This is an optimization exercise on Yosys and OpenROAD, whose aim is small area, a short achievable clock period and few clock cycles per item, not a production implementation.
No functional check of the RTL was part of any run shown here.

===== design/flow/design.v =====
module alarm_sched (
    input  wire        clk,
    input  wire        rst,
    input  wire        cmd_valid,
    input  wire [63:0] cmd,
    output wire        cmd_ready,
    output reg         rsp_valid,
    output reg  [31:0] rsp_data,
    output wire [2:0]  rsp_fault,
    output wire        rsp_pend
);
    localparam [7:0] OP_RESET = 8'h01;
    localparam [7:0] OP_SEC   = 8'h03;
    localparam [7:0] OP_CLASS = 8'h18;
    localparam [7:0] OP_AINIT = 8'h20;
    localparam [7:0] OP_ASERV = 8'h21;
    localparam [7:0] OP_ASET  = 8'h22;
    localparam [7:0] OP_AGET  = 8'h23;
    localparam [7:0] OP_TSET  = 8'h24;
    localparam [7:0] OP_TGET  = 8'h25;
    localparam [2:0] F_NONE    = 3'd0;
    localparam [2:0] F_ILLEGAL = 3'd1;
    localparam [2:0] F_RANGE   = 3'd2;
    localparam [2:0] F_ARM_OVF = 3'd3;
    localparam [9:0]  DAY_HI    = 10'd675;         
    localparam [24:0] LAST_BASE = 25'd33554250;    
    localparam [24:0] PREV_BASE = 25'd33553575;    
    localparam [9:0]  LAST_FREE = 10'd182;         
    function automatic [32:0] radd(input [31:0] a, input [31:0] b, input ci);
        integer n;
        reg c;
        begin
            c = ci;
            for (n = 0; n < 32; n = n + 1) begin
                radd[n] = a[n] ^ b[n] ^ c;
                c = (a[n] & b[n]) | (c & (a[n] ^ b[n]));
            end
            radd[32] = c;
        end
    endfunction
    function automatic rge(input [31:0] a, input [31:0] b);
        integer n;
        reg c;
        begin
            c = 1'b1;
            for (n = 0; n < 32; n = n + 1)
                c = (a[n] & ~b[n]) | (c & ~(a[n] ^ b[n]));
            rge = c;
        end
    endfunction
    function automatic sum_eq(input [31:0] a, input [31:0] b, input [31:0] s);
        integer n;
        reg k, e;
        begin
            k = 1'b0;
            e = 1'b1;
            for (n = 0; n < 32; n = n + 1) begin
                e = e & ~(a[n] ^ b[n] ^ s[n] ^ k);
                k = (a[n] & b[n]) | ((a[n] | b[n]) & ~s[n]);
            end
            sum_eq = e;
        end
    endfunction
    reg        rdy;
    reg        rst_q;
    reg        cq_v;
    reg  [7:0] cq_op;
    reg        cq_z1;          
    reg        cq_z2;          
    reg  [2:0] cq_a;           
    reg [31:0] cq_b;           
    assign cmd_ready = rdy;
    wire acc       = cmd_valid & rdy;
    wire acc_multi = acc & (cmd[63:62] == 2'b00) & (cmd[60:57] == 4'b0000) &
                     (cmd[61] ^ cmd[56]);
    always @(posedge clk) begin
        cq_op <= {2'b00, cmd[61:56]};
        cq_z1 <= (|cmd[63:62]) | (|cmd[55:45]);
        cq_z2 <= |cmd[44:35];
        cq_a  <= cmd[34:32];
        cq_b  <= cmd[31:0];
        rst_q <= rst;
        cq_v  <= acc & ~rst;
    end
    reg [31:0] cnt;
    reg [16:0] off;
    reg        en, pend, sun;
    reg [24:0] day_base;
    reg [2:0]  nxt_dow;
    reg [2:0]  fault;
    reg [16:0] tbl_s [0:6];
    reg [6:0]  tbl_v;
    reg [6:0]  tbl_b;
    reg [1:0]  ph;              
    reg        mleg;            
    reg [9:0]  dr;              
    reg [2:0]  dq;              
    reg        hv;              
    assign rsp_fault = fault;
    assign rsp_pend  = pend;
    wire b_zero = (cq_b == 32'd0);
    wire a_zero = (cq_a == 3'd0);
    wire z_hi   = cq_z1 | cq_z2;
    wire is_reset = cq_op == OP_RESET;
    wire is_sec   = cq_op == OP_SEC;
    wire is_class = cq_op == OP_CLASS;
    wire is_ainit = cq_op == OP_AINIT;
    wire is_aserv = cq_op == OP_ASERV;
    wire is_aset  = cq_op == OP_ASET;
    wire is_aget  = cq_op == OP_AGET;
    wire is_tset  = cq_op == OP_TSET;
    wire is_tget  = cq_op == OP_TGET;
    wire multi    = is_ainit | is_reset;
    wire legal =
        ((is_reset | is_sec | is_ainit | is_aserv | is_tget) & ~z_hi & a_zero & b_zero) |
        ((is_class | is_tset) & ~z_hi & a_zero) |
        (is_aset & ~z_hi) |
        (is_aget & ~z_hi & b_zero);
    wire day7     = (cq_a == 3'd7);
    wire secs_big = rge(cq_b, 32'd86400);
    reg [2:0] class_code;
    always @* begin
        if (b_zero)
            class_code = 3'd3;
        else if (rge(cq_b, 32'd950) && rge(32'd1250, cq_b))
            class_code = 3'd0;
        else if (rge(cq_b, 32'd2050) && rge(32'd2350, cq_b))
            class_code = 3'd1;
        else if (rge(cq_b, 32'd13350) && rge(32'd13650, cq_b))
            class_code = 3'd2;
        else
            class_code = 3'd4;
    end
    wire        lo_now  = cq_v & multi & hv;
    wire [31:0] div_src = (cq_v & is_tset) ? cq_b : cnt;
    reg  [10:0] r_w;
    reg  [2:0]  q_w;
    reg  [7:0]  bits_w;
    reg  [3:0]  t_w;
    reg  [32:0] d_w;
    integer     j;
    always @* begin
        if (ph == 2'd0 && !lo_now) begin
            r_w    = {2'b00, div_src[31:23]};
            q_w    = 3'd0;
            bits_w = div_src[22:15];
        end else begin
            r_w    = {1'b0, dr};
            q_w    = dq;
            bits_w = cnt[14:7];
        end
        for (j = 7; j >= 0; j = j - 1) begin
            r_w = {r_w[9:0], bits_w[j]};
            d_w = radd({21'd0, r_w}, ~32'd675, 1'b1);
            if (d_w[32]) begin
                r_w = d_w[10:0];
                t_w = {q_w, 1'b1};
            end else begin
                t_w = {q_w, 1'b0};
            end
            q_w = (t_w[3] | (&t_w[2:0])) ? t_w[2:0] + 3'd1 : t_w[2:0];
        end
    end
    wire [2:0] rd_idx = (ph == 2'd2) ? dq : cq_op[1] ? cq_a : nxt_dow;
    reg [16:0] rd_raw;
    reg        rd_v, rd_b;
    always @* begin
        case (rd_idx)
            3'd0: rd_raw = tbl_s[0];
            3'd1: rd_raw = tbl_s[1];
            3'd2: rd_raw = tbl_s[2];
            3'd3: rd_raw = tbl_s[3];
            3'd4: rd_raw = tbl_s[4];
            3'd5: rd_raw = tbl_s[5];
            default: rd_raw = tbl_s[6];
        endcase
        rd_v = tbl_v[rd_idx];
        rd_b = tbl_b[rd_idx];
    end
    wire [14:0] cy   = rd_raw[16:2];
    wire [32:0] cs1a = radd({28'd0, cy[3:0]}, {28'd0, cy[7:4]}, 1'b0);
    wire [32:0] cs1b = radd({28'd0, cy[11:8]}, {29'd0, cy[14:12]}, 1'b0);
    wire [32:0] cs1  = radd({27'd0, cs1a[4:0]}, {27'd0, cs1b[4:0]}, 1'b0);
    wire [32:0] cs2  = radd({28'd0, cs1[3:0]}, {30'd0, cs1[5:4]}, 1'b0);
    wire        c15  = cs2[4] | (&cs2[3:0]);
    wire [3:0]  cmod = c15 ? cs2[3:0] + 4'd1 : cs2[3:0];
    wire [32:0] cyb  = radd({17'd0, cy}, ~{28'd0, rd_b ? cmod : 4'd0}, 1'b1);
    wire [16:0] rd_c = {cyb[14:0], rd_b ? 2'b00 : rd_raw[1:0]};
    wire [16:0] rd    = rd_v ? rd_c : 17'd0;
    wire        rd_nz = |rd;
    wire [16:0] sod      = {dr, cnt[6:0]};
    wire [32:0] bn_w     = radd({7'd0, cnt[31:7]}, ~{22'd0, dr}, 1'b1);
    wire [24:0] base_now = bn_w[24:0];
    wire        ai_sun   = rd_nz & rge({15'd0, rd}, {15'd0, sod});
    wire        ai_hit   = ai_sun & (rd == sod);
    wire [16:0] ai_w     = ai_sun ? rd : 17'd86400;
    wire        ai_ovf   = (base_now == LAST_BASE) & rge({22'd0, ai_w[16:7]}, {22'd0, LAST_FREE});
    wire [2:0]  ai_dow   = (dq == 3'd6) ? 3'd0 : dq + 3'd1;
    wire [32:0] bi_w     = radd({7'd0, day_base}, {22'd0, DAY_HI}, 1'b0);
    wire [24:0] base_inc = bi_w[24:0];
    wire [16:0] sv_w     = (sun | ~rd_nz) ? 17'd86400 : rd;
    wire [16:0] sv_add   = sun ? 17'd0 : sv_w;      
    wire        sv_hit   = (cnt[6:0] == sv_add[6:0]) &
                           sum_eq({7'd0, base_inc}, {22'd0, sv_add[16:7]}, {7'd0, cnt[31:7]});
    wire        sv_ovf   = sun ? (day_base == LAST_BASE)
                               : (day_base == LAST_BASE) |
                                 ((day_base == PREV_BASE) & rge({22'd0, sv_w[16:7]}, {22'd0, LAST_FREE}));
    wire [2:0]  sv_dow   = (nxt_dow == 3'd6) ? 3'd0 : nxt_dow + 3'd1;
    wire [32:0] ci_w     = radd(cnt, 32'd0, 1'b1);
    wire [31:0] cnt_inc  = ci_w[31:0];
    wire        sec_hit  = en & (cnt_inc[6:0] == off[6:0]) &
                           sum_eq({7'd0, day_base}, {22'd0, off[16:7]}, {7'd0, cnt_inc[31:7]});
    wire one   = cq_v & (ph == 2'd0);             
    wire ok    = (fault == F_NONE);
    wire start = one & multi;
    wire fin   = (ph == 2'd2);                     
    wire sv_go = one & is_aserv & pend;            
    wire f_rng = (is_aset & (day7 | secs_big)) | (is_aget & day7);
    wire good  = ok & legal & ~f_rng;              
    reg [1:0] ph_n;
    always @* begin
        ph_n = 2'd0;
        if (start) ph_n = hv ? 2'd2 : 2'd1;
        else if (ph == 2'd1) ph_n = 2'd2;
    end
    integer k;
    always @(posedge clk) begin
        if (rst) begin
            ph  <= 2'd0;
            rdy <= 1'b1;
            rsp_valid <= 1'b0;
        end else begin
            ph  <= ph_n;
            rdy <= ~acc_multi & (ph_n != 2'd1);
            rsp_valid <= (one & ~multi) | fin;
        end
        if (start)
            mleg <= legal;
        if (ph != 2'd2) begin
            dr <= r_w[9:0];
            dq <= q_w;
        end
        hv <= (ph == 2'd0) & ~(cq_v & (is_sec | multi)) & ~rst_q;
        rsp_data <= 32'd0;
        if (one & good) begin
            if (is_tget)  rsp_data <= cnt;
            if (is_aget)  rsp_data <= {15'd0, rd};
            if (is_class) rsp_data <= {29'd0, class_code};
            if (sv_go & ~sv_ovf) rsp_data <= sun ? 32'd1 : 32'd2;
        end
        if (one & is_sec)
            cnt <= cnt_inc;
        if (one & is_tset)
            cnt <= cq_b;
        if (one & is_aset) begin
            for (k = 0; k < 7; k = k + 1)
                if (cq_a == k) begin
                    tbl_s[k] <= cq_b[16:0];
                    tbl_v[k] <= 1'b1;
                    tbl_b[k] <= 1'b0;
                end
        end
        if (start & is_reset)
            tbl_b <= 7'h7f;
        if (one & is_sec & sec_hit)
            en <= 1'b0;
        if (sv_go) begin
            en  <= ~sv_hit;
            off <= sv_w;
            sun <= ~sun & rd_nz;
            if (~sun) begin
                day_base <= base_inc;
                nxt_dow  <= sv_dow;
            end
        end
        if (fin) begin
            en       <= ~ai_hit;
            off      <= ai_w;
            sun      <= ai_sun;
            day_base <= base_now;
            nxt_dow  <= ai_dow;
        end
        if (one & ok & ~multi) begin
            if (!legal)
                fault <= F_ILLEGAL;
            else if (f_rng)
                fault <= F_RANGE;
            else if (sv_go & sv_ovf)
                fault <= F_ARM_OVF;
            else if (is_sec & sec_hit)
                pend <= 1'b1;
            else if (sv_go)
                pend <= sv_hit;
        end
        if (start & ok & ~legal)
            fault <= F_ILLEGAL;
        if (fin & ok & mleg) begin
            if (ai_ovf)
                fault <= F_ARM_OVF;
            else
                pend <= ai_hit;
        end
        if (rst_q) begin
            cnt   <= 32'd0;
            en    <= 1'b0;
            pend  <= 1'b0;
            fault <= F_NONE;
            tbl_v <= 7'd0;
            tbl_b <= 7'd0;
        end
    end
endmodule

===== design/flow/flow/run.sh =====
#!/bin/bash
# The standard layout with two changes to the ORFS settings:
#  - the full and half adder cells are kept out of the design (the
#    platform's other don't-use cells are still appended by its config), so
#    ORFS skips extract_fa and abc maps the arithmetic itself;
#  - every port is still buffered, with buf_2 in place of ORFS's default
#    port buffer (clkdlybuf4s50_1, a slow delay cell).
set -euo pipefail
cat >> config.mk <<'EOC'
export DONT_USE_CELLS = sky130_fd_sc_hd__ha_1 sky130_fd_sc_hd__ha_2 sky130_fd_sc_hd__ha_4 sky130_fd_sc_hd__fa_1 sky130_fd_sc_hd__fa_2 sky130_fd_sc_hd__fa_4
export BUFFER_PORTS_ARGS = -buffer_cell sky130_fd_sc_hd__buf_2
EOC
bash standard.sh finish > flow_make.log 2>&1

===== design/flow/standard.sh =====
#!/bin/bash
# synth_recipe.tcl (not shown) runs the flow's synth.tcl, then flattens the netlist and writes it again
# the make line also repeats each setting of config.mk as NAME=value (left out here)
make -C /OpenROAD-flow-scripts/flow DESIGN_CONFIG=/design/flow/config.mk WORK_HOME=/design/flow/orfs CLKGATE_MAP_FILE= SYNTH_SCRIPT=/design/flow/synth_recipe.tcl "${@:-finish}"

===== design/flow/config.mk =====
export PLATFORM = sky130hd
export DESIGN_NAME = alarm_sched
export DESIGN_NICKNAME = alarm_sched
export VERILOG_FILES = /design/flow/design.v
export SDC_FILE = /design/flow/constraint.sdc
export NUM_CORES = 4
export LEC_CHECK = 0
export ABC_AREA = 1
export CAP_MARGIN = 20
export CORE_MARGIN = 2
export CORE_UTILIZATION = 40
export SLEW_MARGIN = 20
export DONT_USE_CELLS = sky130_fd_sc_hd__ha_1 sky130_fd_sc_hd__ha_2 sky130_fd_sc_hd__ha_4 sky130_fd_sc_hd__fa_1 sky130_fd_sc_hd__fa_2 sky130_fd_sc_hd__fa_4
export BUFFER_PORTS_ARGS = -buffer_cell sky130_fd_sc_hd__buf_2

===== design/flow/constraint.sdc =====
create_clock -name core_clock -period 45.0 [get_ports {clk}]
set_input_delay 9.0000 -clock core_clock [delete_from_list [all_inputs] [get_ports {clk}]]
set_output_delay 9.0000 -clock core_clock [all_outputs]
set_load 0.01 [all_outputs]

==> impl_metrics.ini, run 1 <==
[cts]
cts_buffer_depth = 3
clkLatencyLatePin_ps = 580
cts_buffers = 37
cts-htree-levels = 2
cts_sinks = 312
cts_resized = 0
clkTransAtPathRegs_ps = 60
postCtsSetupRepairBufs = 0
root_buffer = clkbuf_16
cts_tree = yes
ctsHoldBuffers = 0

[placement]
dpl.hpwl_mm = 47.84
place_congestion = 0.9370
dp_cells = 3328
place_area_um2 = 20620
numPortBuffers = 104
preCtsSetupSlack_ps = 34410

[worst_setup_path]
reg2reg_slack_ps = 34080
critPathMostFrequentCell = nand2_1
slowest_stage = nand3_1
rr_endpoint = rsp_data[16]
crit_path_start_kind = flip-flop
critPathCaptureType = flip-flop
worstSetupPathType = flip-flop to flip-flop
arrival_ps = 11390
slowest_delay_ps = 620
regToRegStartpoint = ph[0]
worstRegToRegCells = 54
required_ps = 45470
cp_max_fo = 46

[synth]
synth_area_per_cell_um2 = 7.382
synthesis.nets = 2707
yosysMostFrequentCell = nand2_1
yosysSeqAreaShare = 0.4124
syn-instance-count = 2640
synth_top_cell_by_area = edfxtp_1
ys_warn_count = 2
synthArstFlopShare = 0
synth_top_area_frac = 0.2758
syn_area_um2 = 19490
ys_seq_elements = 312
synth_ff_type = edfxtp_1
synth-edff-count = 179
synthTopCellsByCount = nand2_1 (730), inv_1 (359), nor2_1 (291)
synthTopCellsByArea = edfxtp_1 (28%), nand2_1 (14%), dfxtp_1 (14%)
ys_types = 74

[route]
wl_mm = 63.62
drt_iter0_markers = 1653
firstDrtPassIters = 6
wl_per_cell_um = 18.73
viasPerCell = 5.311
route.detailed.drc = 0
ant_nets = 0
vias = 18040

[cells_and_area]
stdcell_count = 3396
fill_cells = 4761
nets = 2819
area_growth_pct = 12.47
drive_above_1_share = 0.1208
post-route-util = 0.4572
antennaDiodeCount = 0
final_cell_area_um2 = 21920

[status]
outcome = finished clean

[floorplan]
pin_count = 105
initial_utilization = 0.4065
die-width_um = 224.7
die_area_um2 = 50500
die_height_um = 224.7
core_area_um2 = 47950
placementRows = 80

[sta]
fin_skew_ps = 37.08
rsz0062_at_grt = no
hold_viol = 0
finalCritPeriodShare = 0.2427
max_freq_mhz = 91.55
maxSlewViolCount = 0
worst_slack_ps = 34080
finalSetupViolCount = 0
min_period_ps = 10920
finalSetupTns_ps = 0
worst_pin_slew_ps = 1019
slew_headroom = 0.3191
hold_ws_ps = 453.9

[global_route]
grtUsageTotal = 0.2489
grt_pass1_vias = 16420
grt_max_degree = 47
grt_overflow = 0
antenna_found_initial = 1
grt_pass1_wl_mm = 96.21

[hold_path]
hold_class = flip-flop to flip-flop
hold_end = fault[2]
holdPathStages = 2
min_from = fault[2]

[run]
maxCapViolations = 0
-- how the worst max path moves through the flow --
stage | start | end | slack [ps] | cells past startpoint
final | ph[0] | rsp_data[16] | 34080 | 54
after global routing | ph[0] | rsp_data[16] | 32840 | 57
after CTS | ph[0] | rsp_data[16] | 34300 | 55
after detailed placement | ph[0] | rsp_data[2] | 34410 | 56
after global placement | rst | rdy | 34750 | 4
after floorplan | rst | rdy | 35440 | 3
-- layout make-up --
cell class,instances,area (µm²),share of cell area
multi-input combinational,1896,9619,0.4388
sequential,312,8038,0.3667
inverter,380,1514,0.06907
clock buffer,52,1062,0.04846
tap,615,769.5,0.03510
timing repair buffer,125,678.2,0.03094
clock inverter,16,239.0,0.01090
-- cells by family after synthesis --
group	synth area share
flops	0.4124
xor+xnor	0.06144
compound gates	0.1131
simple gates	0.3178
buf+inv	0.09470
mux	0.0005136
-- state kept, by name, indices dropped and copies added, names as in the netlist, 2 cells and up --
register,count
cq_a,3
cq_op,6
tbl_b,7
dr,10
dq,3
nxt_dow,3
tbl_v,7
ph,2
day_base,25
cnt,32
cq_b,32
fault,3
rsp_data,32
tbl_s,119
off,17
-- cells in the final DEF (no fill, tap or decap), types with 30 or more instances in the layout --
| cell | n |
|---|---|
| a21oi_1 | 70 |
| nor2_1 | 289 |
| nand2_2 | 51 |
| nand4_1 | 51 |
| xor2_1 | 90 |
| nor3_1 | 30 |
| inv_1 | 359 |
| o21ai_0 | 119 |
| dfxtp_1 | 133 |
| a22oi_1 | 36 |
| edfxtp_1 | 179 |
| nand2_1 | 730 |
| buf_2 | 104 |
| clkbuf_16 | 37 |
| nand3_1 | 135 |
| xnor2_1 | 43 |
-- worst max-delay path, delay by kind of cell, from the launching register on --
family,cells,cell delay [ps]
buf+inv,9,1820
compound gates,11,2320
xor+xnor,4,730
flops,1,380
simple gates,30,5510
-- layer usage --
layer  vias up  share of wire  global-route usage
met2       674           0.44              0.3840
met1      8429           0.46              0.3641
li1       8847              -                   -
met4         0          0.021             0.06452
met3        87          0.083             0.03697
met5         -              0                   0
==> run 2: changes to the inputs <==
--- a/design/flow/design.v
+++ b/design/flow/design.v
@@ -92,3 +92,2 @@
     reg [6:0]  tbl_v;
-    reg [6:0]  tbl_b;
     reg [1:0]  ph;              
@@ -98,2 +97,4 @@
     reg        hv;              
+    reg        cvb;             
+    reg [2:0]  cv;              
     assign rsp_fault = fault;
@@ -163,5 +164,7 @@
     end
-    wire [2:0] rd_idx = (ph == 2'd2) ? dq : cq_op[1] ? cq_a : nxt_dow;
+    wire       conv_now = (cq_v & (ph == 2'd0) & is_reset) | cvb;
+    wire [2:0] cidx     = cvb ? cv : 3'd0;
+    wire [2:0] rd_idx   = conv_now ? cidx : (ph == 2'd2) ? dq : cq_op[1] ? cq_a : nxt_dow;
     reg [16:0] rd_raw;
-    reg        rd_v, rd_b;
+    reg        rd_v;
     always @* begin
@@ -177,3 +180,2 @@
         rd_v = tbl_v[rd_idx];
-        rd_b = tbl_b[rd_idx];
     end
@@ -186,5 +188,6 @@
     wire [3:0]  cmod = c15 ? cs2[3:0] + 4'd1 : cs2[3:0];
-    wire [32:0] cyb  = radd({17'd0, cy}, ~{28'd0, rd_b ? cmod : 4'd0}, 1'b1);
-    wire [16:0] rd_c = {cyb[14:0], rd_b ? 2'b00 : rd_raw[1:0]};
-    wire [16:0] rd    = rd_v ? rd_c : 17'd0;
+    wire [32:0] cyb  = radd({17'd0, cy}, ~{28'd0, cmod}, 1'b1);
+    wire [16:0] rd_boot = {cyb[14:0], 2'b00};
+    wire [16:0] tbl_wd  = conv_now ? rd_boot : cq_b[16:0];
+    wire [16:0] rd    = rd_v ? rd_raw : 17'd0;
     wire        rd_nz = |rd;
@@ -215,3 +218,3 @@
     wire start = one & multi;
-    wire fin   = (ph == 2'd2);                     
+    wire fin   = (ph == 2'd2) & ~cvb;              
     wire sv_go = one & is_aserv & pend;            
@@ -223,3 +226,3 @@
         if (start) ph_n = hv ? 2'd2 : 2'd1;
-        else if (ph == 2'd1) ph_n = 2'd2;
+        else if (ph == 2'd1 || (ph == 2'd2 && cvb)) ph_n = 2'd2;
     end
@@ -230,2 +233,3 @@
             rdy <= 1'b1;
+            cvb <= 1'b0;
             rsp_valid <= 1'b0;
@@ -233,3 +237,4 @@
             ph  <= ph_n;
-            rdy <= ~acc_multi & (ph_n != 2'd1);
+            rdy <= ~acc_multi & (ph_n != 2'd1) & ~(conv_now & (cidx != 3'd6));
+            cvb <= conv_now & (cidx != 3'd6);
             rsp_valid <= (one & ~multi) | fin;
@@ -243,2 +248,3 @@
         hv <= (ph == 2'd0) & ~(cq_v & (is_sec | multi)) & ~rst_q;
+        cv <= cidx + 3'd1;
         rsp_data <= 32'd0;
@@ -254,12 +260,8 @@
             cnt <= cq_b;
-        if (one & is_aset) begin
-            for (k = 0; k < 7; k = k + 1)
-                if (cq_a == k) begin
-                    tbl_s[k] <= cq_b[16:0];
-                    tbl_v[k] <= 1'b1;
-                    tbl_b[k] <= 1'b0;
-                end
+        for (k = 0; k < 7; k = k + 1) begin
+            if ((one & is_aset & (cq_a == k)) | (conv_now & (cidx == k)))
+                tbl_s[k] <= tbl_wd;
+            if (one & is_aset & (cq_a == k))
+                tbl_v[k] <= 1'b1;
         end
-        if (start & is_reset)
-            tbl_b <= 7'h7f;
         if (one & is_sec & sec_hit)
@@ -308,3 +310,2 @@
             tbl_v <= 7'd0;
-            tbl_b <= 7'd0;
         end
==> run 2 against run 1 <==
Sequential cell count down 3. Synthesized cell count decreased by 2.1%. Clock skew shrank 16 ps.
==> impl_metrics.ini, run 2 <==
[status]
outcome = finished clean

[synth]
synth_top_area_frac = 0.2827
synth-edff-count = 179
synth_top_cell_by_area = edfxtp_1
synth_compound_gate_area_share = 0.1171
synthTopCellsByArea = edfxtp_1 (28%), nand2_1 (14%), dfxtp_1 (14%)
synthXorXnorAreaFrac = 0.07272
synth_fa_ha_area_frac = 0.001579
synthTopCellsByCount = nand2_1 (729), inv_1 (334), nor2_1 (260)
synth-simple-area-share = 0.3038
syn_area_um2 = 19010
synth_ff_type = edfxtp_1
yosysSeqAreaShare = 0.4196
synth_area_per_cell_um2 = 7.358
ys_seq_elements = 309
synthArstFlopShare = 0
synth_top_family_by_area = simple AND/OR/NAND/NOR gates
syn-instance-count = 2584
yosysMostFrequentCell = nand2_1
synthesis.nets = 2651
ys_types = 59
synthMuxAreaShare = 0.0005923
ys_warn_count = 2

[worst_setup_path]
arrival_ps = 1160
path_delay_family = flip-flops
cp.depth = 1
worstSetupPathType = flip-flop to output pin
reg2reg_slack_ps = 35070
critPathCaptureType = output pin
worstRegToRegCells = 80
worstPathBufferInverterCount = 1
crit_chain = buf_2
cp_max_fo = 3
slowest_stage = dfxtp_1
required_ps = 36000
crit_path_start_kind = flip-flop
slowest_delay_ps = 420

[route]
route.detailed.drc = 0
firstDrtPassIters = 5
ant_nets = 0
wl_per_cell_um = 18.09
drt_iter0_markers = 1600
vias = 17690
wl_mm = 60.22
viasPerCell = 5.315

[sta]
min_period_ps = 10160
finalCritPeriodShare = 0.2258
maxSlewViolCount = 0
finalSetupTns_ps = 0
finalSetupViolCount = 0
slew_headroom = 0.3045
max_freq_mhz = 98.40
worst_pin_slew_ps = 1041
hold_ws_ps = 412.0
rsz0062_at_grt = no
fin_skew_ps = 20.64
hold_viol = 0
worst_slack_ps = 34840

[hold_path]
hold_class = flip-flop to flip-flop
holdPathStages = 1

[placement]
preCtsSetupSlack_ps = 34960
dpl.hpwl_mm = 46.04
place_area_um2 = 20210
dp_cells = 3261
place_congestion = 0.9183
numPortBuffers = 104

[cts]
postCtsSetupRepairBufs = 0
cts_resized = 0
cts_buffer_depth = 3
cts-htree-levels = 2
clkLatencyLatePin_ps = 570
cts_sinks = 309
ctsHoldBuffers = 0
cts_tree = yes
cts_buffers = 37
root_buffer = clkbuf_16
clkTransAtPathRegs_ps = 60

[cells_and_area]
post-route-util = 0.4615
nets = 2760
final_cell_area_um2 = 21580
antennaDiodeCount = 0
stdcell_count = 3329
drive_above_1_share = 0.1143
layout_common_cells = nand2_1 (729), inv_1 (334), nor2_1 (256)
largest_reg_flops = 119
area_growth_pct = 13.48
final_common_cell = nand2_1
top_register = tbl_s

[global_route]
grt_overflow = 0
grtUsageTotal = 0.2416
grt_max_degree = 42
antenna_found_initial = 1
grt_pass1_vias = 16620
grt_pass1_wl_mm = 93.25

[run]
maxCapViolations = 0

[floorplan]
placementRows = 79
die-width_um = 222.0
core_area_um2 = 46750
pin_count = 105
die_area_um2 = 49290
initial_utilization = 0.4067
die_height_um = 222.0
run 2: final timing paths:
kind | startpoint | endpoint
worst min register to register | rst_q | fault[2]
worst min-delay path | rst_q | fault[2]
worst max register to register | cq_op[0] | dq[1]
worst max-delay path | fault[1] | rsp_fault[1]
run 2: cells by family after synthesis:
logic type                 count (synthesis)
xor gates and xnor gates                 157
and+or+nand+nor                         1323
DFF                                      309
adders and majority gates                  3
AOI/OAI and AO/OA                        380
buffers and inverters                    411
muxes                                      1
run 2: cell type report:
cell class / instances / area (µm²)
clock buffer: 54 / 1189
clock inverter: 14 / 173.9
fill: 4676 / 25180
inverter: 354 / 1331
multi-input combinational: 1864 / 9448
sequential: 309 / 7978
tap: 607 / 759.5
timing repair buffer: 127 / 696.9
run 2: metal layers:
metal,wire [µm],vias up,track usage
li1,-,8716,-
met1,27360,8288,0.3343
met2,26630,599,0.3842
met3,4487,89,0.04188
met4,1733,2,0.07650
met5,8,-,0
==> run 3: changes to the inputs <==
--- a/design/flow/config.mk
+++ b/design/flow/config.mk
@@ -11,2 +11,4 @@
 export CORE_UTILIZATION = 40
+export CTS_CLUSTER_DIAMETER = 150
+export CTS_CLUSTER_SIZE = 24
 export SLEW_MARGIN = 20
==> run 3 against run 2 <==
Still clean on timing, DRC and antenna. Register-to-register slack better by 50 ps. Final cell count decreased by 1.2%. Setup slack improved by 1.3 ps. First-iteration DRC count decreased by 6.6%. Sequential cell count did not move. Clock-buffer cell count decreased by 28. Highest routed layer unchanged.
==> impl_metrics.ini, run 3 <==
[status]
outcome = finished clean

[sta]
worst_pin_slew_ps = 1015
finalCritPeriodShare = 0.2258
max_freq_mhz = 98.42
finalSetupTns_ps = 0
maxSlewViolCount = 0
rsz0062_at_grt = no
hold_viol = 0
slew_headroom = 0.3216
hold_ws_ps = 415.6
finalSetupViolCount = 0
fin_skew_ps = 25.79
min_period_ps = 10160

[worst_setup_path]
crit_path_start_kind = flip-flop
critPathCaptureType = output pin
slowest_stage = dfxtp_1
regToRegStartpoint = cq_op[0]
worstPathBufferInverterCount = 1
arrival_ps = 1160
path_delay_family = flip-flops
required_ps = 36000
crit_chain = buf_2
slowest_delay_ps = 440
worstSetupPathType = flip-flop to output pin
cp_max_fo = 3
timing.critical_path.from = fault[1]

[cts]
postCtsSetupRepairBufs = 0
cts_tree = yes
cts_buffers = 16
clkTransAtPathRegs_ps = 100
clkLatencyLatePin_ps = 550
cts_sinks = 309
cts-htree-levels = 1
ctsHoldBuffers = 0
root_buffer = clkbuf_16
cts_buffer_depth = 3
cts_resized = 0

[global_route]
grtUsageTotal = 0.2372
grt_overflow = 0
grt_max_degree = 42
antenna_found_initial = 1
grt_pass1_vias = 16430
grt_pass1_wl_mm = 92.22

[synth]
synth_ff_type = edfxtp_1
synth_area_per_cell_um2 = 7.358
ys_warn_count = 2
synth-simple-area-share = 0.3038
synth-edff-count = 179
synthTopCellsByCount = nand2_1 (729), inv_1 (334), nor2_1 (260)
yosysSeqAreaShare = 0.4196
synthTopCellsByArea = edfxtp_1 (28%), nand2_1 (14%), dfxtp_1 (14%)
syn_area_um2 = 19010
yosysMostFrequentCell = nand2_1
syn-instance-count = 2584
synthesis.nets = 2651
synth_fa_ha_area_frac = 0.001579
synth_top_cell_by_area = edfxtp_1
synth_compound_gate_area_share = 0.1171
synthArstFlopShare = 0
synthXorXnorAreaFrac = 0.07272
synthMuxAreaShare = 0.0005923
ys_types = 59
synth_top_area_frac = 0.2827
ys_seq_elements = 309
synth_top_family_by_area = simple AND/OR/NAND/NOR gates

[placement]
place_congestion = 0.9183
numPortBuffers = 104
dpl.hpwl_mm = 46.04

[route]
ant_nets = 0
vias = 17390
route.detailed.drc = 0
wl_per_cell_um = 18.06
viasPerCell = 5.287
wl_mm = 59.41
firstDrtPassIters = 6
drt_iter0_markers = 1494

[cells_and_area]
top_register = tbl_s
drive_above_1_share = 0.09955
area_growth_pct = 8.720
nets = 2739
antennaDiodeCount = 0
final-seq-area_um2 = 7978
final_common_cell = nand2_1
layout_common_cells = nand2_1 (729), inv_1 (334), nor2_1 (256)
fill_cells = 4744
multi_input_area_um2 = 9448
largest_reg_flops = 119

[hold_path]
min_from = rst_q
hold_class = flip-flop to flip-flop

[floorplan]
die_height_um = 222.0
placementRows = 79
pin_count = 105
die-width_um = 222.0
initial_utilization = 0.4067
die_area_um2 = 49290
core_area_um2 = 46750

[run]
maxCapViolations = 0
[run 3: metrics by stage]
step / instance area, µm² / setup slack (ps) / util / std cells
after floorplan: 19010 / 35490 / - / 2584
after global placement: 20200 / 34670 / 0.4321 / 3260
after detailed placement: 20210 / 34960 / 0.4323 / 3261
after CTS: 20670 / 34830 / 0.4421 / 3289
after global routing: 20670 / 33800 / 0.4421 / 3289
final: 20670 / 34840 / 0.4421 / 3289
[run 3: kinds of logic after synthesis]
group                      count (synthesis)
and+or+nand+nor                         1323
muxes                                      1
DFF                                      309
xor gates and xnor gates                 157
AOI/OAI and AO/OA                        380
buffers and inverters                    411
adders and majority gates                  3
[run 3: routing by layer]
layer	part of all wire	wire [µm]	vias up	global-route usage
li1	-	-	8633	-
met1	0.46	27450	8112	0.3321
met2	0.44	26230	559	0.3813
met3	0.070	4175	83	0.03538
met4	0.026	1548	2	0.06495
met5	0.00013	8	-	0
[run 3: cell type report]
type / instances / share of cell area
inverters: 354 / 0.06440
repair buffers: 127 / 0.03371
flip-flops and latches: 309 / 0.3859
clock buffers: 26 / 0.02119
clock inverters: 2 / 0.0009685
well taps: 607 / 0.03674
multi-input cells: 1864 / 0.4571
[run 3: path summary, 6_finish.rpt]
check / to / slack, ps / cells after the start
hold reg to reg: fault[2] / 420 / 1
hold / removal: fault[2] / 420 / 1
setup / recovery: rsp_fault[1] / 34840 / 1
setup reg to reg: dq[1] / 35120 / 80
==> run 4: changes to the inputs <==
--- a/design/flow/config.mk
+++ b/design/flow/config.mk
@@ -11,4 +11,4 @@
 export CORE_UTILIZATION = 40
-export CTS_CLUSTER_DIAMETER = 150
-export CTS_CLUSTER_SIZE = 24
+export CTS_CLUSTER_DIAMETER = 80
+export CTS_CLUSTER_SIZE = 30
 export SLEW_MARGIN = 20
==> run 4 against run 3 <==
First-iteration DRC count grew 9.0%. Clock-buffer cell count is 4 lower. Via count increased by 0.43%. Clock skew rose by 18 ps. Register-to-register slack hardly changed. Setup slack got worse by 3.6 ps. Sequential share of layout area shrank 0.48 points. Area after synthesis did not move. Sequential cell count unchanged. Core utilization grew 0.56 points. Final cell count rose by 0.30%. Largest cell class unchanged. Highest routed layer unchanged.
==> impl_metrics.ini, run 4 <==
[sta]
rsz0062_at_grt = no
finalCritPeriodShare = 0.2259
max_freq_mhz = 98.38
hold_ws_ps = 416.6
finalSetupTns_ps = 0
fin_skew_ps = 44.10
finalSetupViolCount = 0
hold_viol = 0
min_period_ps = 10160
slew_headroom = 0.3074
worst_slack_ps = 34840
maxSlewViolCount = 0
worst_pin_slew_ps = 1036

[worst_setup_path]
slowest_delay_ps = 450
arrival_ps = 1160
required_ps = 36000
path_delay_family = flip-flops
worstPathBufferInverterCount = 1
crit_path_start_kind = flip-flop
worstSetupPathType = flip-flop to output pin
slowest_stage = dfxtp_1
critPathCaptureType = output pin
crit_chain = buf_2
cp_max_fo = 3
reg2reg_slack_ps = 35130

[global_route]
grtUsageTotal = 0.2375
grt_pass1_vias = 16480
antenna_found_initial = 1
grt_max_degree = 42
grt_pass1_wl_mm = 92.65
grt_overflow = 0

[cts]
cts_tree = yes
root_buffer = clkbuf_16
cts-htree-levels = 1
cts_resized = 0
cts_buffers = 21
cts_buffer_depth = 3
ctsHoldBuffers = 0
clkTransAtPathRegs_ps = 90
cts_sinks = 309
clkLatencyLatePin_ps = 570
postCtsSetupRepairBufs = 0

[synth]
syn_area_um2 = 19010
ys_types = 59
synthesis.nets = 2651
synth_ff_type = edfxtp_1
synth_compound_gate_area_share = 0.1171
ys_warn_count = 2
synth_fa_ha_area_frac = 0.001579
synthTopCellsByArea = edfxtp_1 (28%), nand2_1 (14%), dfxtp_1 (14%)
synth-edff-count = 179
synth_top_cell_by_area = edfxtp_1
synthMuxAreaShare = 0.0005923
yosysMostFrequentCell = nand2_1
synthXorXnorAreaFrac = 0.07272
synth-simple-area-share = 0.3038
synthArstFlopShare = 0
syn-instance-count = 2584
synth_area_per_cell_um2 = 7.358
ys_seq_elements = 309
synth_top_area_frac = 0.2827
synth_top_family_by_area = simple AND/OR/NAND/NOR gates
synthTopCellsByCount = nand2_1 (729), inv_1 (334), nor2_1 (260)
yosysSeqAreaShare = 0.4196

[route]
firstDrtPassIters = 5
wl_mm = 59.38
wl_per_cell_um = 18.00
ant_nets = 0
viasPerCell = 5.294
route.detailed.drc = 0
drt_iter0_markers = 1628
vias = 17460

[placement]
numPortBuffers = 104
preCtsSetupSlack_ps = 34960
place_congestion = 0.9183
dpl.hpwl_mm = 46.04
dp_cells = 3261
place_area_um2 = 20210

[cells_and_area]
final_common_cell = nand2_1
stdcell_count = 3299
multi_input_area_um2 = 9448
layout_common_cells = nand2_1 (729), inv_1 (334), nor2_1 (256)
nets = 2744
top_register = tbl_s
post-route-util = 0.4477
final_cell_area_um2 = 20930
antennaDiodeCount = 0
final-seq-area_um2 = 7978
drive_above_1_share = 0.1066
fill_cells = 4726
largest_reg_flops = 119
area_growth_pct = 10.09

[status]
outcome = finished clean

[floorplan]
initial_utilization = 0.4067
die-width_um = 222.0
die_area_um2 = 49290
placementRows = 79
pin_count = 105
die_height_um = 222.0
core_area_um2 = 46750

[hold_path]
hold_class = flip-flop to flip-flop

[run]
maxCapViolations = 0
run 4: cell counts after synthesis:
No cell type changed its count.
run 4: path summary, 6_finish.rpt:
check / from / to / cells past startpoint
min reg2reg: rst_q / fault[2] / 1
max reg2reg: cq_op[0] / dq[1] / 80
min: rst_q / fault[2] / 1
max: fault[0] / rsp_fault[0] / 1
run 4: cell type report:
cell class | instances | area share
Tap cell | 607 | 0.03628
Sequential cell | 309 | 0.3811
Timing Repair Buffer | 127 | 0.03329
Clock inverter | 16 | 0.009085
Clock buffer | 22 | 0.02528
Inverter | 354 | 0.06360
Multi-Input combinational cell | 1864 | 0.4513
run 4: cell families (layout without fill, tap and decap cells):
family,count (synthesis),in the layout
AND/OR/NAND/NOR,1323,1323
buffers and inverters,411,519
AO/OA/AOI/OAI,380,380
flip-flops,309,309
XOR/XNOR,157,157
adder cells (fa/ha/maj),3,3
multiplexers,1,1
run 4: metal layers:
| metal | track usage | up-vias | part of all wire |
|---|---|---|---|
| met2 | 0.3846 | 539 | 0.45 |
| met4 | 0.06103 | 2 | 0.022 |
| met5 | 0 | - | 0.00015 |
| li1 | - | 8662 | - |
| met3 | 0.02902 | 76 | 0.069 |
| met1 | 0.3359 | 8185 | 0.46 |
==> run 5: changes to the inputs <==
--- a/design/flow/design.v
+++ b/design/flow/design.v
@@ -75,2 +75,3 @@
                      (cmd[61] ^ cmd[56]);
+    wire acc_reset = acc & (cmd[63:56] == OP_RESET);
     always @(posedge clk) begin
@@ -164,5 +165,3 @@
     end
-    wire       conv_now = (cq_v & (ph == 2'd0) & is_reset) | cvb;
-    wire [2:0] cidx     = cvb ? cv : 3'd0;
-    wire [2:0] rd_idx   = conv_now ? cidx : (ph == 2'd2) ? dq : cq_op[1] ? cq_a : nxt_dow;
+    wire [2:0] rd_idx   = (cvb | ph[1]) ? (cvb ? cv : dq) : cq_op[1] ? cq_a : nxt_dow;
     reg [16:0] rd_raw;
@@ -188,5 +187,6 @@
     wire [3:0]  cmod = c15 ? cs2[3:0] + 4'd1 : cs2[3:0];
-    wire [32:0] cyb  = radd({17'd0, cy}, ~{28'd0, cmod}, 1'b1);
-    wire [16:0] rd_boot = {cyb[14:0], 2'b00};
-    wire [16:0] tbl_wd  = conv_now ? rd_boot : cq_b[16:0];
+    wire [32:0] cyl  = radd({28'd0, cy[3:0]}, ~{28'd0, cmod}, 1'b1);
+    wire [32:0] cyh  = radd({21'd0, cy[14:4]}, 32'hffff_ffff, 1'b0);
+    wire [16:0] rd_boot = {cyl[4] ? cyh[10:0] : cy[14:4], cyl[3:0], 2'b00};
+    wire [16:0] tbl_wd  = cvb ? rd_boot : cq_b[16:0];
     wire [16:0] rd    = rd_v ? rd_raw : 17'd0;
@@ -237,4 +237,4 @@
             ph  <= ph_n;
-            rdy <= ~acc_multi & (ph_n != 2'd1) & ~(conv_now & (cidx != 3'd6));
-            cvb <= conv_now & (cidx != 3'd6);
+            rdy <= ~acc_multi & (ph_n != 2'd1) & ~(cvb & (cv != 3'd6));
+            cvb <= acc_reset | (cvb & (cv != 3'd6));
             rsp_valid <= (one & ~multi) | fin;
@@ -248,3 +248,3 @@
         hv <= (ph == 2'd0) & ~(cq_v & (is_sec | multi)) & ~rst_q;
-        cv <= cidx + 3'd1;
+        cv <= cvb ? cv + 3'd1 : 3'd0;
         rsp_data <= 32'd0;
@@ -261,3 +261,3 @@
         for (k = 0; k < 7; k = k + 1) begin
-            if ((one & is_aset & (cq_a == k)) | (conv_now & (cidx == k)))
+            if ((one & is_aset & (cq_a == k)) | (cvb & (cv == k)))
                 tbl_s[k] <= tbl_wd;
--- a/design/flow/config.mk
+++ b/design/flow/config.mk
@@ -10,5 +10,5 @@
 export CORE_MARGIN = 2
-export CORE_UTILIZATION = 40
-export CTS_CLUSTER_DIAMETER = 80
-export CTS_CLUSTER_SIZE = 30
+export CORE_UTILIZATION = 65
+export CTS_CLUSTER_DIAMETER = 150
+export CTS_CLUSTER_SIZE = 24
 export SLEW_MARGIN = 20
==> run 5 against run 4 <==
Wire length shrank 0.90%. Design area shrank 0.35%. First-iteration DRC count up 28%. Still clean. Setup slack got worse by 49 ps. Die area fell by 36%. Sequential cell count did not move. Register-to-register slack lost 310 ps. Critical path depth is 5 higher.
==> impl_metrics.ini, run 5 <==
[cts]
cts-htree-levels = 1
cts_tree = yes
postCtsSetupRepairBufs = 0
cts_resized = 0
cts_buffers = 16
clkLatencyLatePin_ps = 540
clkTransAtPathRegs_ps = 100
cts_buffer_depth = 3
root_buffer = clkbuf_16
ctsHoldBuffers = 0
cts_sinks = 309

[sta]
worst_pin_slew_ps = 1076
min_period_ps = 10210
hold_ws_ps = 458.1
finalSetupTns_ps = 0
hold_viol = 0
finalSetupViolCount = 0
finalCritPeriodShare = 0.2270
max_freq_mhz = 97.91
maxSlewViolCount = 0
slew_headroom = 0.2803
rsz0062_at_grt = no
fin_skew_ps = 18.46

[global_route]
grt_max_degree = 46
grt_pass1_wl_mm = 89.84
grtUsageTotal = 0.3705
antenna_found_initial = 1
grt_pass1_vias = 17240
grt_overflow = 0

[synth]
yosysMostFrequentCell = nand2_1
syn_area_um2 = 19540
synth_ff_type = edfxtp_1
synth_top_area_frac = 0.2751
synth_area_per_cell_um2 = 7.443
synthTopCellsByArea = edfxtp_1 (28%), nand2_1 (14%), dfxtp_1 (13%)
synthArstFlopShare = 0
synthTopCellsByCount = nand2_1 (707), inv_1 (341), nor2_1 (300)
ys_warn_count = 2
synthesis.nets = 2692
ys_types = 68
yosysSeqAreaShare = 0.4083
ys_seq_elements = 309
synth-edff-count = 179
syn-instance-count = 2625
synth_top_cell_by_area = edfxtp_1

[worst_setup_path]
crit_path_start_kind = primary input
worstSetupPathType = primary input to flip-flop
required_ps = 45440
slowest_delay_ps = 650
slowest_stage = or4_1
path_delay_family = simple AND/OR/NAND/NOR gates
critPathCaptureType = flip-flop
crit_chain = buf_2 -> or4_1 -> nor4_1 -> nand2_1 -> a31oi_1 -> nor2_1
worstPathBufferInverterCount = 1
reg2reg_slack_ps = 34820
cp_max_fo = 2
arrival_ps = 10650

[cells_and_area]
multi_input_area_um2 = 9773
layout_common_cells = nand2_1 (707), inv_1 (341), nor2_1 (293)
final_common_cell = nand2_1
fill_cells = 2430
top_register = tbl_s
area_growth_pct = 6.756
final-seq-area_um2 = 7978
largest_reg_flops = 119
nets = 2776
drive_above_1_share = 0.1159

[placement]
numPortBuffers = 104
dpl.hpwl_mm = 45.29
place_congestion = 0.9801

[route]
wl_per_cell_um = 18.93
firstDrtPassIters = 8
route.detailed.drc = 0
viasPerCell = 5.918
drt_iter0_markers = 2082
vias = 18400
ant_nets = 0
wl_mm = 58.85

[floorplan]
placementRows = 63
initial_utilization = 0.6592
core_area_um2 = 29640
die-width_um = 177.4
die_height_um = 177.4
pin_count = 105
die_area_um2 = 31460

[status]
outcome = finished clean

[run]
maxCapViolations = 0

[hold_path]
hold_class = flip-flop to flip-flop
[run 5: routing by layer]
metal,GRT usage,part of all wire
met1,0.4841,0.40
met2,0.6206,0.46
met3,0.05056,0.097
met4,0.1544,0.044
met5,0,0
[run 5: kinds of logic after synthesis]
group / count (synthesis) / share of synthesized area
flops: 309 / 0.4083
simple gates: 1362 / 0.3138
buf+inv: 429 / 0.09337
compound gates: 379 / 0.1181
mux: 1 / 0.0005123
fa+ha+maj: 3 / 0.001537
xor+xnor: 142 / 0.06442
[run 5: cell type report]
| cell class | instances | share of cell area |
|---|---|---|
| Tap cell | 390 | 0.02339 |
| Inverter | 372 | 0.07186 |
| Clock inverter | 2 | 0.001020 |
| Antenna cell | 1 | 0.0001200 |
| Timing Repair Buffer | 123 | 0.03179 |
| Sequential cell | 309 | 0.3825 |
| Clock buffer | 25 | 0.02081 |
| Multi-Input combinational cell | 1887 | 0.4685 |
[run 5: stage by stage]
step / area, µm² / util / instances / setup WS, ps
2_1_floorplan: 19540 / - / 2625 / 34850
6_report: 20860 / 0.7038 / 3109 / 34790
5_1_grt: 20860 / 0.7037 / 3108 / 33890
3_3_place_gp: 20400 / 0.6883 / 3081 / 34270
4_1_cts: 20860 / 0.7037 / 3108 / 34820
3_5_place_dp: 20400 / 0.6883 / 3081 / 34260
[run 5: worst paths after layout]
path,depth (start not counted),to,start
max,6,rdy,cmd[57]
min,2,tbl_v[0],tbl_v[0]
max reg2reg,81,dq[1],cq_op[1]
min reg2reg,2,tbl_v[0],tbl_v[0]
[run 5: worst min-delay path: stages (launching register included)]
cell and delay (ps):
dfxtp_1 320, inv_1 50, a21oi_1 50
==> run 6: changes to the inputs <==
--- a/design/flow/design.v
+++ b/design/flow/design.v
@@ -70,3 +70,6 @@
     reg  [2:0] cq_a;           
-    reg [31:0] cq_b;           
+    reg [16:0] cq_d;           
+    reg        cq_bz;          
+    reg        cq_big;         
+    reg  [2:0] cq_cls;         
     assign cmd_ready = rdy;
@@ -76,2 +79,17 @@
     wire acc_reset = acc & (cmd[63:56] == OP_RESET);
+    wire acc_tset  = acc & cmd[58] & ~cmd[56];
+    wire [31:0] cb = cmd[31:0];
+    reg [2:0] class_code;
+    always @* begin
+        if (cb == 32'd0)
+            class_code = 3'd3;
+        else if (rge(cb, 32'd950) && rge(32'd1250, cb))
+            class_code = 3'd0;
+        else if (rge(cb, 32'd2050) && rge(32'd2350, cb))
+            class_code = 3'd1;
+        else if (rge(cb, 32'd13350) && rge(32'd13650, cb))
+            class_code = 3'd2;
+        else
+            class_code = 3'd4;
+    end
     always @(posedge clk) begin
@@ -81,3 +99,6 @@
         cq_a  <= cmd[34:32];
-        cq_b  <= cmd[31:0];
+        cq_d  <= cb[16:0];
+        cq_bz <= (cb == 32'd0);
+        cq_big <= rge(cb, 32'd86400);
+        cq_cls <= class_code;
         rst_q <= rst;
@@ -102,3 +123,3 @@
     assign rsp_pend  = pend;
-    wire b_zero = (cq_b == 32'd0);
+    wire b_zero = cq_bz;
     wire a_zero = (cq_a == 3'd0);
@@ -121,18 +142,5 @@
     wire day7     = (cq_a == 3'd7);
-    wire secs_big = rge(cq_b, 32'd86400);
-    reg [2:0] class_code;
-    always @* begin
-        if (b_zero)
-            class_code = 3'd3;
-        else if (rge(cq_b, 32'd950) && rge(32'd1250, cq_b))
-            class_code = 3'd0;
-        else if (rge(cq_b, 32'd2050) && rge(32'd2350, cq_b))
-            class_code = 3'd1;
-        else if (rge(cq_b, 32'd13350) && rge(32'd13650, cq_b))
-            class_code = 3'd2;
-        else
-            class_code = 3'd4;
-    end
-    wire        lo_now  = cq_v & multi & hv;
-    wire [31:0] div_src = (cq_v & is_tset) ? cq_b : cnt;
+    wire secs_big = cq_big;
+    reg         lo_sel;          
+    wire [31:0] div_src = cnt;
     reg  [10:0] r_w;
@@ -144,3 +152,3 @@
     always @* begin
-        if (ph == 2'd0 && !lo_now) begin
+        if (!lo_sel) begin
             r_w    = {2'b00, div_src[31:23]};
@@ -190,3 +198,3 @@
     wire [16:0] rd_boot = {cyl[4] ? cyh[10:0] : cy[14:4], cyl[3:0], 2'b00};
-    wire [16:0] tbl_wd  = cvb ? rd_boot : cq_b[16:0];
+    wire [16:0] tbl_wd  = cvb ? rd_boot : cq_d;
     wire [16:0] rd    = rd_v ? rd_raw : 17'd0;
@@ -228,2 +236,3 @@
     end
+    wire hv_n = (ph == 2'd0) & ~(cq_v & (is_sec | multi)) & ~acc_tset & ~rst_q;
     integer k;
@@ -247,3 +256,4 @@
         end
-        hv <= (ph == 2'd0) & ~(cq_v & (is_sec | multi)) & ~rst_q;
+        hv <= hv_n;
+        lo_sel <= ~rst & ((acc_multi & hv_n) | (ph_n == 2'd1));
         cv <= cvb ? cv + 3'd1 : 3'd0;
@@ -253,3 +263,3 @@
             if (is_aget)  rsp_data <= {15'd0, rd};
-            if (is_class) rsp_data <= {29'd0, class_code};
+            if (is_class) rsp_data <= {29'd0, cq_cls};
             if (sv_go & ~sv_ovf) rsp_data <= sun ? 32'd1 : 32'd2;
@@ -258,4 +268,2 @@
             cnt <= cnt_inc;
-        if (one & is_tset)
-            cnt <= cq_b;
         for (k = 0; k < 7; k = k + 1) begin
@@ -311,2 +319,4 @@
         end
+        if (acc_tset)
+            cnt <= cb;
     end
--- a/design/flow/config.mk
+++ b/design/flow/config.mk
@@ -10,5 +10,5 @@
 export CORE_MARGIN = 2
-export CORE_UTILIZATION = 65
-export CTS_CLUSTER_DIAMETER = 150
-export CTS_CLUSTER_SIZE = 24
+export CORE_UTILIZATION = 40
+export CTS_CLUSTER_DIAMETER = 80
+export CTS_CLUSTER_SIZE = 28
 export SLEW_MARGIN = 20
==> run 6 against run 5 <==
Still clean on timing, DRC and antenna. Non-clock buffer count shrank 1. First-iteration DRC count shrank 24%. Core utilization shrank 25 points. Clock skew grew 11 ps. Die area grew 53%. Wire length is essentially flat. Sequential cell count shrank 9. Critical path depth grew 2. Setup slack lost 92 ps. Sequential share of layout area grew 0.93 points. Hold slack gained 6.8 ps. Largest cell class unchanged.
==> impl_metrics.ini, run 6 <==
[status]
outcome = finished clean

[cells_and_area]
drive_above_1_share = 0.1045
largest_reg_flops = 119
nets = 2604
antennaDiodeCount = 0
area_growth_pct = 11.67
final_common_cell = nand2_1
largestRegisters = tbl_s: 119 flops, cnt: 32 flops, rsp_data: 32 flops
top_register = tbl_s
layout_common_cells = nand2_1 (649), inv_1 (340), nor2_1 (262)
stdcell_count = 3154

[worst_setup_path]
slowest_stage = inv_1
regToRegStartpoint = cvb
path_delay_family = buffers and inverters
required_ps = 45330
timing.critical_path.from = cmd[58]
cp_max_fo = 24
crit_path_start_kind = primary input
worstRegToRegCells = 45
worstPathBufferInverterCount = 5
critPathMostFrequentCell = inv_1
slowest_delay_ps = 440
reg2reg_slack_ps = 35010
arrival_ps = 10630
worstSetupPathType = primary input to flip-flop
crit_chain = buf_2 -> inv_1 -> nor3_2 -> buf_4 -> nor2_1 -> inv_1 -> buf_8 -> o21ai_0
critPathCaptureType = flip-flop
rr_endpoint = tbl_s[0][14]

[sta]
max_freq_mhz = 97.03
fin_skew_ps = 29.73
slew_headroom = 0.2321
finalSetupTns_ps = 0
hold_viol = 0
maxSlewViolCount = 0
rsz0062_at_grt = no
worst_pin_slew_ps = 1140
finalSetupViolCount = 0
finalCritPeriodShare = 0.2290
min_period_ps = 10310

[synth]
syn_area_um2 = 18560
synth_top_cell_by_area = edfxtp_1
synth-edff-count = 211
syn-instance-count = 2436
synthArstFlopShare = 0
synthesis.nets = 2503
ys_types = 57
yosysSeqAreaShare = 0.4375
synth_ff_type = edfxtp_1
ys_warn_count = 2
synthTopCellsByArea = edfxtp_1 (34%), nand2_1 (13%), dfxtp_1 (9.6%)
yosysMostFrequentCell = nand2_1
synth_top_area_frac = 0.3415
synthTopCellsByCount = nand2_1 (649), inv_1 (340), nor2_1 (266)
ys_seq_elements = 300
synth_area_per_cell_um2 = 7.617

[route]
wl_per_cell_um = 18.67
route.detailed.drc = 0
viasPerCell = 5.260
wl_mm = 58.88
vias = 16590
drt_iter0_markers = 1578
firstDrtPassIters = 6
ant_nets = 0

[cts]
cts_resized = 0
cts-htree-levels = 1
root_buffer = clkbuf_16
cts_buffers = 25
postCtsSetupRepairBufs = 0
cts_buffer_depth = 3
cts_tree = yes
ctsHoldBuffers = 0
clkLatencyLatePin_ps = 590
cts_sinks = 300
clkTransAtPathRegs_ps = 90

[floorplan]
core_area_um2 = 45580
initial_utilization = 0.4071
placementRows = 78
die_height_um = 219.4
pin_count = 105
die_area_um2 = 48130
die-width_um = 219.4

[global_route]
grt_max_degree = 36
antenna_found_initial = 2
grt_pass1_wl_mm = 90.23
grt_pass1_vias = 15750
grtUsageTotal = 0.2453
grt_overflow = 0

[hold_path]
hold_class = flip-flop to flip-flop
hold_end = tbl_v[0]
holdPathStages = 2
min_from = tbl_v[0]

[placement]
dp_cells = 3110
numPortBuffers = 104
dpl.hpwl_mm = 44.94
place_congestion = 0.9492

[run]
maxCapViolations = 0
## run 6: cell types whose count changed after synthesis, sizes merged, moves of 10 or more
cell    change
nor3       +10
edfxtp     +32
clkbuf     -11
inv        -11
a31oi      -21
nand3      -25
dfxtp      -41
xor2       +20
nor2       -41
o22ai      +14
nand2      -94
a21oi      -15
## run 6: cell type report
cell class,count,area [µm²]
Inverter,356,1339
Multi-Input combinational cell,1732,8853
Clock inverter,18,366.6
Tap cell,600,750.7
Sequential cell,300,8118
Clock buffer,26,629.4
Fill cell,4507,24860
Timing Repair Buffer,122,663.1
## run 6: routing by layer
| layer | share of wire | GRT usage | vias to the layer above | routed length, µm |
|---|---|---|---|---|
| li1 | - | - | 8197 | - |
| met4 | 0.027 | 0.06194 | 4 | 1563 |
| met2 | 0.44 | 0.3930 | 534 | 26150 |
| met1 | 0.46 | 0.3491 | 7775 | 26790 |
| met3 | 0.074 | 0.03271 | 79 | 4347 |
| met5 | 0.00044 | 0 | - | 26 |
## run 6: cells by family (layout without fill, tap and decap cells)
| logic type | after synthesis | count (layout) | share of synthesized area |
|---|---|---|---|
| XOR/XNOR | 165 | 165 | 0.07829 |
| multiplexers | 2 | 2 | 0.001079 |
| buffers and inverters | 404 | 522 | 0.08638 |
| flip-flops | 300 | 300 | 0.4375 |
| AND/OR/NAND/NOR | 1223 | 1223 | 0.2857 |
| AO/OA/AOI/OAI | 338 | 338 | 0.1089 |
| adder cells (fa/ha/maj) | 4 | 4 | 0.002158 |
## run 6: per-stage QoR
stage / utilization / hold WS [ps] / cell area (µm²) / setup slack (ps)
global placement: 0.4324 / 443.4 / 19710 / 33790
CTS: 0.4546 / 463.2 / 20720 / 34710
floorplan: - / 423.9 / 18560 / 34470
global route: 0.4546 / 479.5 / 20720 / 34130
finish: 0.4546 / 464.8 / 20720 / 34690
detailed placement: 0.4328 / 450.3 / 19720 / 34110
## run 6: worst max path at each step
stage	end	cells past startpoint
after floorplan	cnt[0]	4
after global placement	cnt[4]	7
after detailed placement	cnt[23]	8
after CTS	cq_cls[2]	9
after global routing	tbl_s[0][14]	45
final	cnt[14]	8
## run 6: worst reg2reg max path: cells and delay by family, from the launching register on
family / cells / cell delay [ps]
buf+inv: 11 / 2230
xor+xnor: 1 / 170
compound gates: 8 / 2990
simple gates: 22 / 3000
flops: 1 / 310
fa+ha+maj: 3 / 1020
==> run 7: changes to the inputs <==
--- a/design/flow/config.mk
+++ b/design/flow/config.mk
@@ -11,4 +11,4 @@
 export CORE_UTILIZATION = 40
-export CTS_CLUSTER_DIAMETER = 80
-export CTS_CLUSTER_SIZE = 28
+export CTS_CLUSTER_DIAMETER = 100
+export CTS_CLUSTER_SIZE = 24
 export SLEW_MARGIN = 20
==> run 7 against run 6 <==
Still clean. Via count is 0.47% lower. Clock-buffer cell count unchanged. Design area is 2.2% lower. Clock skew is 1.6 ps higher.
==> impl_metrics.ini, run 7 <==
[status]
outcome = finished clean

[worst_setup_path]
cp_max_fo = 2
critPathCapture = cq_cls[2]
crit_path_start_kind = primary input
regToRegStartpoint = cvb
arrival_ps = 10900
worstSetupPathType = primary input to flip-flop
critPathCaptureType = flip-flop
rr_endpoint = tbl_s[3][14]
timing.critical_path.from = cmd[27]
required_ps = 45440
reg2reg_slack_ps = 35030
worstRegToRegCells = 45

[synth]
synth_top_area_frac = 0.3415
synth-simple-area-share = 0.2857
synthMuxAreaShare = 0.001079
synth_top_cell_by_area = edfxtp_1
synthTopCellsByCount = nand2_1 (649), inv_1 (340), nor2_1 (266)
synth_ff_type = edfxtp_1
syn-instance-count = 2436
synth_compound_gate_area_share = 0.1089
synth_area_per_cell_um2 = 7.617
synth-edff-count = 211
synth_top_family_by_area = simple AND/OR/NAND/NOR gates
ys_seq_elements = 300
synthXorXnorAreaFrac = 0.07829
yosysMostFrequentCell = nand2_1
synthArstFlopShare = 0
synth_fa_ha_area_frac = 0.002158
synthTopCellsByArea = edfxtp_1 (34%), nand2_1 (13%), dfxtp_1 (9.6%)
ys_warn_count = 2
synthesis.nets = 2503
ys_types = 57
syn_area_um2 = 18560
yosysSeqAreaShare = 0.4375

[global_route]
grt_pass1_vias = 15720
antenna_found_initial = 2
grt_pass1_wl_mm = 89.88
grt_max_degree = 36
grtUsageTotal = 0.2445
grt_overflow = 0

[cells_and_area]
largest_reg_flops = 119
stdcell_count = 3142
largestRegisters = tbl_s: 119 flops, cnt: 32 flops, rsp_data: 32 flops
area_growth_pct = 9.224
drive_above_1_share = 0.09795
final_common_cell = nand2_1
final_cell_area_um2 = 20270
post-route-util = 0.4447
layout_common_cells = nand2_1 (649), inv_1 (340), nor2_1 (262)
nets = 2597
top_register = tbl_s
antennaDiodeCount = 0

[route]
met3_length_mm = 4.640
drt-met1-wl_mm = 26.56
route.detailed.drc = 0
viasPerCell = 5.255
ant_nets = 0
met2RoutedLength_mm = 25.19
wl_per_cell_um = 18.58
firstDrtPassIters = 5
top_layer = met5
drt_iter0_markers = 1351
vias = 16510
wl_mm = 58.37

[cts]
cts_resized = 0
cts_tree = yes
cts_sinks = 300
clkTransAtPathRegs_ps = 100
cts_buffers = 18
root_buffer = clkbuf_16
postCtsSetupRepairBufs = 0
clkLatencyLatePin_ps = 550
cts-htree-levels = 1
cts_buffer_depth = 3
ctsHoldBuffers = 0

[placement]
place_area_um2 = 19720
dp_cells = 3110
numPortBuffers = 104
dpl.hpwl_mm = 44.94
place_congestion = 0.9492

[sta]
finalSetupTns_ps = 0
min_period_ps = 10450
hold_viol = 0
fin_skew_ps = 31.36
worst_pin_slew_ps = 1145
max_freq_mhz = 95.68
slew_headroom = 0.2286
rsz0062_at_grt = no
maxSlewViolCount = 0
finalCritPeriodShare = 0.2323
finalSetupViolCount = 0

[floorplan]
die_height_um = 219.4
die_area_um2 = 48130
die-width_um = 219.4
placementRows = 78
core_area_um2 = 45580
initial_utilization = 0.4071
pin_count = 105

[run]
maxCapViolations = 0

[hold_path]
hold_class = flip-flop to flip-flop
## run 7: cell types whose count changed in the layout (fill, tap and decap cells not counted)
cell	previous run	this run
inv_16	7	0
inv_6	1	2
clkbuf_16	25	18
inv_12	4	0
clkbuf_1	1	7
clkinv_8	2	1
clkbuf_8	0	1
clkinv_2	0	2
clkinv_4	0	1
clkinv_16	4	0
## run 7: how the worst min path moves through the flow
stage	start	endpoint	cells past startpoint	slack, ps
finish	tbl_v[2]	tbl_v[2]	2	460
global route	tbl_v[2]	tbl_v[2]	2	480
CTS	tbl_v[0]	tbl_v[0]	2	460
detailed placement	tbl_v[0]	tbl_v[0]	2	450
global placement	tbl_v[0]	tbl_v[0]	2	440
floorplan	cq_v	hv	1	420
## run 7: final cells by class
class	instances	area [µm²]
multi-input cells	1732	8853
repair buffers	122	663.1
flip-flops and latches	300	8118
clock inverters	6	52.55
inverters	356	1339
well taps	600	750.7
clock buffers	26	490.5
fillers	4548	25310
## run 7: cells by family (layout without fill, tap and decap cells)
| group | after synthesis | after routing |
|---|---|---|
| XOR/XNOR | 165 | 165 |
| multiplexers | 2 | 2 |
| flip-flops | 300 | 300 |
| adder cells (fa/ha/maj) | 4 | 4 |
| buffers and inverters | 404 | 510 |
| AO/OA/AOI/OAI | 338 | 338 |
| AND/OR/NAND/NOR | 1223 | 1223 |
## run 7: through the flow
stage / hold WS (ps) / setup WS (ps)
6_report: 463.9 / 34550
5_1_grt: 479.3 / 34090
4_1_cts: 464.3 / 34670
3_5_place_dp: 450.3 / 34110
3_3_place_gp: 443.4 / 33790
2_1_floorplan: 423.9 / 34470
## run 7: routing by layer
metal  vias up  track usage
met1      7652       0.3474
met4         4      0.07883
li1       8181            -
met2       582       0.3818
met3        92      0.03576
met5         -            0
## run 7: critical path: stages
cell and delay [ps]:
buf_2 100, nor4_1 620, nand3_1 420, inv_1 190
nand2_1 90, inv_1 110, nand3_1 70, nor3_1 200
nor3b_1 90

==> port drivers added, routing unchanged <==
In the flow no input, the clock included, has a driving cell. The finished layouts below were timed again as built, in two steps.
Step 1 sets driving cells, clkbuf_16 on the clock port and buf_2 on the other inputs (assumed; they add their load-dependent delay and slew).
Step 2 also shifts input and output timing later by t, the mid clock arrival at the registers, as if the neighbouring blocks saw the same clock.
Slacks: ideal / step 1 / step 2; pairs: ideal / step 1.
run | t (ns) | setup WS [ns] | latest minus earliest clock arrival (ns)
run 1 | 0.620 | 34.077 / 34.077 / 34.077 | 0.040 / 0.040
run 2 | 0.607 | 34.838 / 34.786 / 34.958 | 0.021 / 0.021
run 3 | 0.591 | 34.839 / 34.788 / 34.986 | 0.026 / 0.025
run 4 | 0.605 | 34.835 / 34.782 / 34.975 | 0.045 / 0.045
run 5 | 0.582 | 34.786 / 34.788 / 34.240 | 0.018 / 0.018
run 6 | 0.627 | 34.694 / 34.725 / 34.098 | 0.029 / 0.029
run 7 | 0.586 | 34.548 / 34.574 / 33.988 | 0.032 / 0.032
After both steps setup and hold are still met in every run listed. For run 6, which loses most, drivers alone change the setup slack by +0.031 ns; drivers and shift together by -0.596 ns.
